This design comes from an exercise in tuning for small area, a short achievable clock period and few clock cycles on the open sky130 flow, not from production work. At most, simulation tests tie the RTL to the original design; equivalence was not proved. Power is estimated from default activity; no workload was simulated.

Setup of run A:
## ash_rx
module ash_rx (
    input  wire       clk,
    input  wire       rst,
    input  wire       in_valid,
    input  wire [7:0] in_byte,
    output wire       in_ready,
    output wire       out_valid,
    input  wire       out_ready,
    output wire [4:0] out_tag,
    output wire [7:0] out_data,
    output wire       out_last
);
    localparam integer N    = 128;         
    localparam integer RS   = 16;          
    localparam integer RSB  = 4;           
    localparam integer WS   = 16;          
    localparam integer WSB  = 4;           
    localparam integer NWT  = N / WS;
    localparam integer D    = 8;           
    localparam integer DB   = 3;           
    localparam [7:0] FLAG = 8'h7E, ESC = 8'h7D, XON = 8'h11, XOFF = 8'h13,
                     SUB  = 8'h18, CAN = 8'h1A;
    localparam [3:0] C_GOOD = 4'd0, C_BAD_ESCAPE = 4'd1, C_SHORT = 4'd2,
                     C_CRC = 4'd3, C_UNKNOWN = 4'd4, C_BAD_LENGTH = 4'd5,
                     C_BAD_VERSION = 4'd6, C_CANCEL = 4'd7, C_SUB = 4'd8,
  ...
Settings: LEC_CHECK=0, CAP_MARGIN=20, CORE_MARGIN=2, CORE_UTILIZATION=40, SLEW_MARGIN=20; clock period 8.0 ns.
standard.sh (not shown) runs the stock make flow with config.mk's settings and CLKGATE_MAP_FILE= SYNTH_SCRIPT=/design/flow/synth_recipe.tcl, a recipe that flattens the netlist after the stock synthesis.
==> flow/flow/run.sh <==
#!/bin/bash
# The standard layout (standard.sh: the standard synthesis and the ORFS
# steps to finish), with two changes: clock tree synthesis is run without
# dummy loads, and timing repair aims at a setup slack margin of 5.4 ns.
# Everything the steps print goes to standard.log here; ORFS keeps each
# step's own log under orfs/logs/.
set -euo pipefail
export CTS_ARGS="-sink_clustering_enable -repair_clock_nets -dont_use_dummy_load"
export SETUP_SLACK_MARGIN=5.4
bash standard.sh > standard.log 2>&1
Run A was carried through to the last stage, and its layout satisfied the timing, DRC and antenna checks.
Testbench counts of run A, summed over its fixed seeds: cycles 9,847.
Inputs modified between run A and run B:
- CORE_UTILIZATION now 60, was 40
==> flow/flow/run.sh <==
#!/bin/bash
# The standard layout (standard.sh: the standard synthesis and the ORFS
# steps to finish), with two changes: clock tree synthesis is run without
# dummy loads, and timing repair aims at a setup slack margin of 5.45 ns.
# Everything the steps print goes to standard.log here; ORFS keeps each
# step's own log under orfs/logs/.
set -euo pipefail
export CTS_ARGS="-sink_clustering_enable -repair_clock_nets -dont_use_dummy_load -sink_clustering_size 30 -sink_clustering_max_diameter 70"
export SETUP_SLACK_MARGIN=5.45
bash standard.sh > standard.log 2>&1
--- outcome ---
Sort run A and run B by clock transition at the registers of the reported paths, ascending, and run A comes first.
Run B against run A: count of mapped cells out of synthesis level; area growth from synthesis to final layout fell 4.7 points; height of the die lower; worst-case setup slack after placement increased 0.059 ns.
[run B] area of the core fell 25000 µm² relative to run A
### run B -> run C
- changing CORE_UTILIZATION from 60 to 40
diff --git a/flow/flow/run.sh b/flow/flow/run.sh
--- a/flow/flow/run.sh
+++ b/flow/flow/run.sh
@@ -7,3 +7,3 @@
 set -euo pipefail
-export CTS_ARGS="-sink_clustering_enable -repair_clock_nets -dont_use_dummy_load -sink_clustering_size 30 -sink_clustering_max_diameter 70"
+export CTS_ARGS="-sink_clustering_enable -repair_clock_nets -dont_use_dummy_load"
 export SETUP_SLACK_MARGIN=5.45
### Flow results
- Global router's overall resource usage delta for run C relative to run B: 5.9 points lower
- Per the comparison of run C with run B, initial standard-cell utilization of the core fell 20 points, setup slack of the critical path after layout now smaller.
- Length in cells of the worst reg-to-reg path for run C is lower than for run B.
- Standard-cell row count in run C vs run B: up 18
- The lower proportion of cell area occupied by registers of run C and run B is in run C.
- Clock buffer count from CTS was lower in the run labelled run B.
- Of run C and run B, the run reporting the higher clock-cell share of area was run C.
- Diff run B -> run C: count of antenna diodes in the layout grew by 1, share of power burned in the clock network grew by 8.8 points.

---

ash_rx, a different RTL version from the one above (not shown whole).
For scale: about 2,400 cells after synthesis.
Design ash_rx, start of the top module:
module ash_rx (
    input  wire       clk,
    input  wire       rst,
    input  wire       in_valid,
    input  wire [7:0] in_byte,
    output wire       in_ready,
    output wire       out_valid,
    input  wire       out_ready,
    output wire [4:0] out_tag,
    output wire [7:0] out_data,
    output wire       out_last
);
    localparam integer N    = 128;         
    localparam integer RS   = 16;          
    localparam integer RSB  = 4;           
    localparam integer WS   = 16;          
    localparam integer WSB  = 4;           
    localparam integer NWT  = N / WS;
    localparam integer D    = 16;          
    localparam integer DB   = 4;           
    localparam [7:0] FLAG = 8'h7E, ESC = 8'h7D, XON = 8'h11, XOFF = 8'h13,
                     SUB  = 8'h18, CAN = 8'h1A;
    localparam [3:0] C_GOOD = 4'd0, C_BAD_ESCAPE = 4'd1, C_SHORT = 4'd2,
                     C_CRC = 4'd3, C_UNKNOWN = 4'd4, C_BAD_LENGTH = 4'd5,
                     C_BAD_VERSION = 4'd6, C_CANCEL = 4'd7, C_SUB = 4'd8,
                     C_XON = 4'd9, C_XOFF = 4'd10, C_OVERFLOW = 4'd11,
                     C_GOOD_FULL = 4'd15;
    localparam [4:0] T_BODY = 5'h07;
    function automatic is_reserved(input [7:0] b);
        is_reserved = (b == FLAG) || (b == ESC) || (b == XON) ||
                      (b == XOFF) || (b == SUB) || (b == CAN);
    endfunction
  ...
make LEC_CHECK=0 CAP_MARGIN=20 CORE_MARGIN=2 CORE_UTILIZATION=40 CTS_BUF_LIST=sky130_fd_sc_hd__clkbuf_8 CTS_CLUSTER_SIZE=30 SETUP_SLACK_MARGIN=5 SLEW_MARGIN=20 finish   # period 8.0 ns
run.sh (not shown) runs the stock make flow with config.mk's settings and CLKGATE_MAP_FILE= SYNTH_SCRIPT=/design/flow/synth_recipe.tcl, a recipe that flattens the netlist after the stock synthesis.
Stock flow here: none of the scripts above is used.
The first run finished clean.
==> next run, changes <==
--- a/flow/config.mk
+++ b/flow/config.mk
@@ -11,2 +10,0 @@
-export CTS_BUF_LIST = sky130_fd_sc_hd__clkbuf_8
-export CTS_CLUSTER_SIZE = 30
The new run completed without violations.
Power is higher by about 2.5%.
Flip-flop and latch count is unchanged.
Fmax is higher by 0.87%.
First-iteration DRC count is higher by about 0.4%.
Non-clock buffer count stays the same.
Core utilization is higher by 0.16 points.
Count of clock-buffer cells in the layout is lower by 68.
No functional check of the RTL was part of any run of this note.

---

## the baseline
Another version of the RTL of ash_rx (not shown whole).
Size: roughly 2200 cells after synthesis, ~1200 flip-flops, ~28 I/O pins, roughly 32000 µm² of cells after synthesis.
## ash_rx
module ash_rx (
    input  wire       clk,
    input  wire       rst,
    input  wire       in_valid,
    input  wire [7:0] in_byte,
    output wire       in_ready,
    output wire       out_valid,
    input  wire       out_ready,
    output wire [4:0] out_tag,
    output wire [7:0] out_data,
    output wire       out_last
);
export LEC_CHECK = 0
export CAP_MARGIN = 20
export CORE_MARGIN = 2
export CORE_UTILIZATION = 40
export SETUP_SLACK_MARGIN = 5
export SLEW_MARGIN = 20
create_clock -name core_clock -period 8.0 [get_ports {clk}]
The baseline did not stop at any stage, and its layout met the timing, DRC and antenna checks.
Here is what was changed in the inputs of the candidate compared with the baseline.
-- flow/config.mk --
<<< the baseline, line 11
>>> the candidate, line 11
export CTS_CLUSTER_DIAMETER = 45
export CTS_CLUSTER_SIZE = 40
--- outcome ---
- Overall fraction of global-route tracks in use across the baseline and the candidate: no real change.
- Min worst reg-to-reg setup slack across the baseline and the candidate: the baseline
- Global routing met3 resource utilization ends up higher on the candidate.
No run of this note included a check of the RTL's function; only the layout flow was run.

---

Another version of the RTL of ash_rx (not shown whole).
For scale: ~28 I/O pins.
Settings: LEC_CHECK=0, CAP_MARGIN=20, CORE_MARGIN=2, CORE_UTILIZATION=40, SLEW_MARGIN=20; clock period 8.0 ns.
standard.sh (not shown) runs the stock make flow with config.mk's settings and CLKGATE_MAP_FILE= SYNTH_SCRIPT=/design/flow/synth_recipe.tcl, a recipe that flattens the netlist after the stock synthesis.
==> flow/flow/run.sh <==
#!/bin/bash
# The standard layout (standard.sh: the standard synthesis and the ORFS
# steps to finish), with two changes: clock tree synthesis is run without
# dummy loads, and timing repair aims at a setup slack margin of 5.6 ns.
# Everything the steps print goes to standard.log here; ORFS keeps each
# step's own log under orfs/logs/.
set -euo pipefail
export CTS_ARGS="-sink_clustering_enable -repair_clock_nets -dont_use_dummy_load"
export SETUP_SLACK_MARGIN=5.6
bash standard.sh > standard.log 2>&1
The starting point passed the timing, DRC and antenna checks.
Next try:
--- a/flow/flow/run.sh
+++ b/flow/flow/run.sh
@@ -4 +4 @@
-# dummy loads, and timing repair aims at a setup slack margin of 5.6 ns.
+# dummy loads, and timing repair aims at a setup slack margin of 5.45 ns.
@@ -9 +9 @@
-export SETUP_SLACK_MARGIN=5.6
+export SETUP_SLACK_MARGIN=5.45
What happened: The changed run completed with no timing, DRC or antenna violations; worst setup slack is better by 12 ps; sequential power is about the same; global-route usage drops by 0.18 points; final area drops by a few percent; sequential share of layout area climbs by 1.6 points; total power drops slightly.
No functional check of the RTL was part of any run of this note.

---

ash_rx with an RTL version that a note above also has.
Size: about 2100 cells after synthesis, roughly 1200 flip-flops, roughly 28 I/O pins, roughly 31000 sq um of cells after synthesis.
export LEC_CHECK = 0
export CAP_MARGIN = 20
export CORE_MARGIN = 2
export CORE_UTILIZATION = 40
export SLEW_MARGIN = 20
create_clock -name core_clock -period 8.0 [get_ports {clk}]
==> flow/flow/run.sh <==
#!/bin/bash
# The standard layout (standard.sh: the standard synthesis and the ORFS
# steps to finish), with two changes: clock tree synthesis is run without
# dummy loads, and timing repair aims at a setup slack margin of 5.45 ns.
# Everything the steps print goes to standard.log here; ORFS keeps each
# step's own log under orfs/logs/.
set -euo pipefail
export CTS_ARGS="-sink_clustering_enable -repair_clock_nets -dont_use_dummy_load -sink_clustering_size 30 -sink_clustering_max_diameter 70"
export SETUP_SLACK_MARGIN=5.45
bash standard.sh > standard.log 2>&1
The starting point completed without violations.
Testbench counts at the start, summed over its fixed seeds: cycles 9,847.
Rerun with:
Settings changed: ABC_AREA from default to 1.
Outcome: Count of clock-buffer cells in the layout stays the same. Non-clock buffer count fell by 27. Total power went up by 6.8%. Core utilization shrinks by 0.59 points. Via count went up by 12%. Die area goes up by 2.0%. Global-route usage increases by 0.23 points. Synthesized area goes up by 2.1%. First-iteration DRC count goes up by 34%. Sequential cell count is unchanged.

port drivers added, routing unchanged:
In the flow no input, the clock included, has a driving cell. The finished layouts below were timed again as built, in two steps.
Step 1 assumes that a clkbuf_16 drives the clock port and a buf_2 every other input.
Step 2, shift: input delay + t, output delay - t, t = (earliest + latest rising clock arrival at the registers) / 2. This alone moves slack from input paths to output paths.
Three values: ideal ports, drivers, drivers and shift; two values: the first two.
| run | t (ns) | setup slack, ns | worst setup path after step 2 | latest minus earliest clock arrival (ns) | worst slew at a driven data input, ns |
|---|---|---|---|---|---|
| run A | 0.678 | 5.315 / 5.254 / 4.690 | input to register | 0.065 / 0.065 | 0.05 |
| run B | 0.657 | 5.358 / 5.299 / 4.728 | input to register | 0.064 / 0.064 | 0.06 |
| run C | 0.681 | 5.304 / 5.243 / 4.734 | input to register | 0.069 / 0.069 | 0.05 |
| the first run of note 2 | 0.852 | 3.855 / 3.855 / 3.855 | register to register | 0.040 / 0.040 | 0.04 |
| the second run of note 2 | 0.734 | 3.891 / 3.891 / 3.891 | register to register | 0.044 / 0.043 | 0.04 |
| the baseline | 0.722 | 4.938 / 4.938 / 4.461 | input to register | 0.029 / 0.030 | 0.04 |
| the candidate | 0.709 | 4.959 / 4.959 / 4.454 | input to register | 0.035 / 0.034 | 0.04 |
| the first run of note 4 | 0.684 | 5.307 / 5.246 / 4.888 | input to register | 0.080 / 0.081 | 0.05 |
| the second run of note 4 | 0.670 | 5.319 / 5.259 / 4.858 | input to register | 0.086 / 0.086 | 0.05 |
| the first run of note 5 | 0.657 | 5.309 / 5.251 / 4.707 | input to register | 0.063 / 0.063 | 0.05 |
| the second run of note 5 | 0.666 | 5.353 / 5.291 / 4.860 | input to register | 0.082 / 0.082 | 0.04 |
After both steps setup and hold are still met in every run listed. The setup slack of run B, which loses most, moves by -0.059 ns with the drivers and by -0.630 ns with both steps.
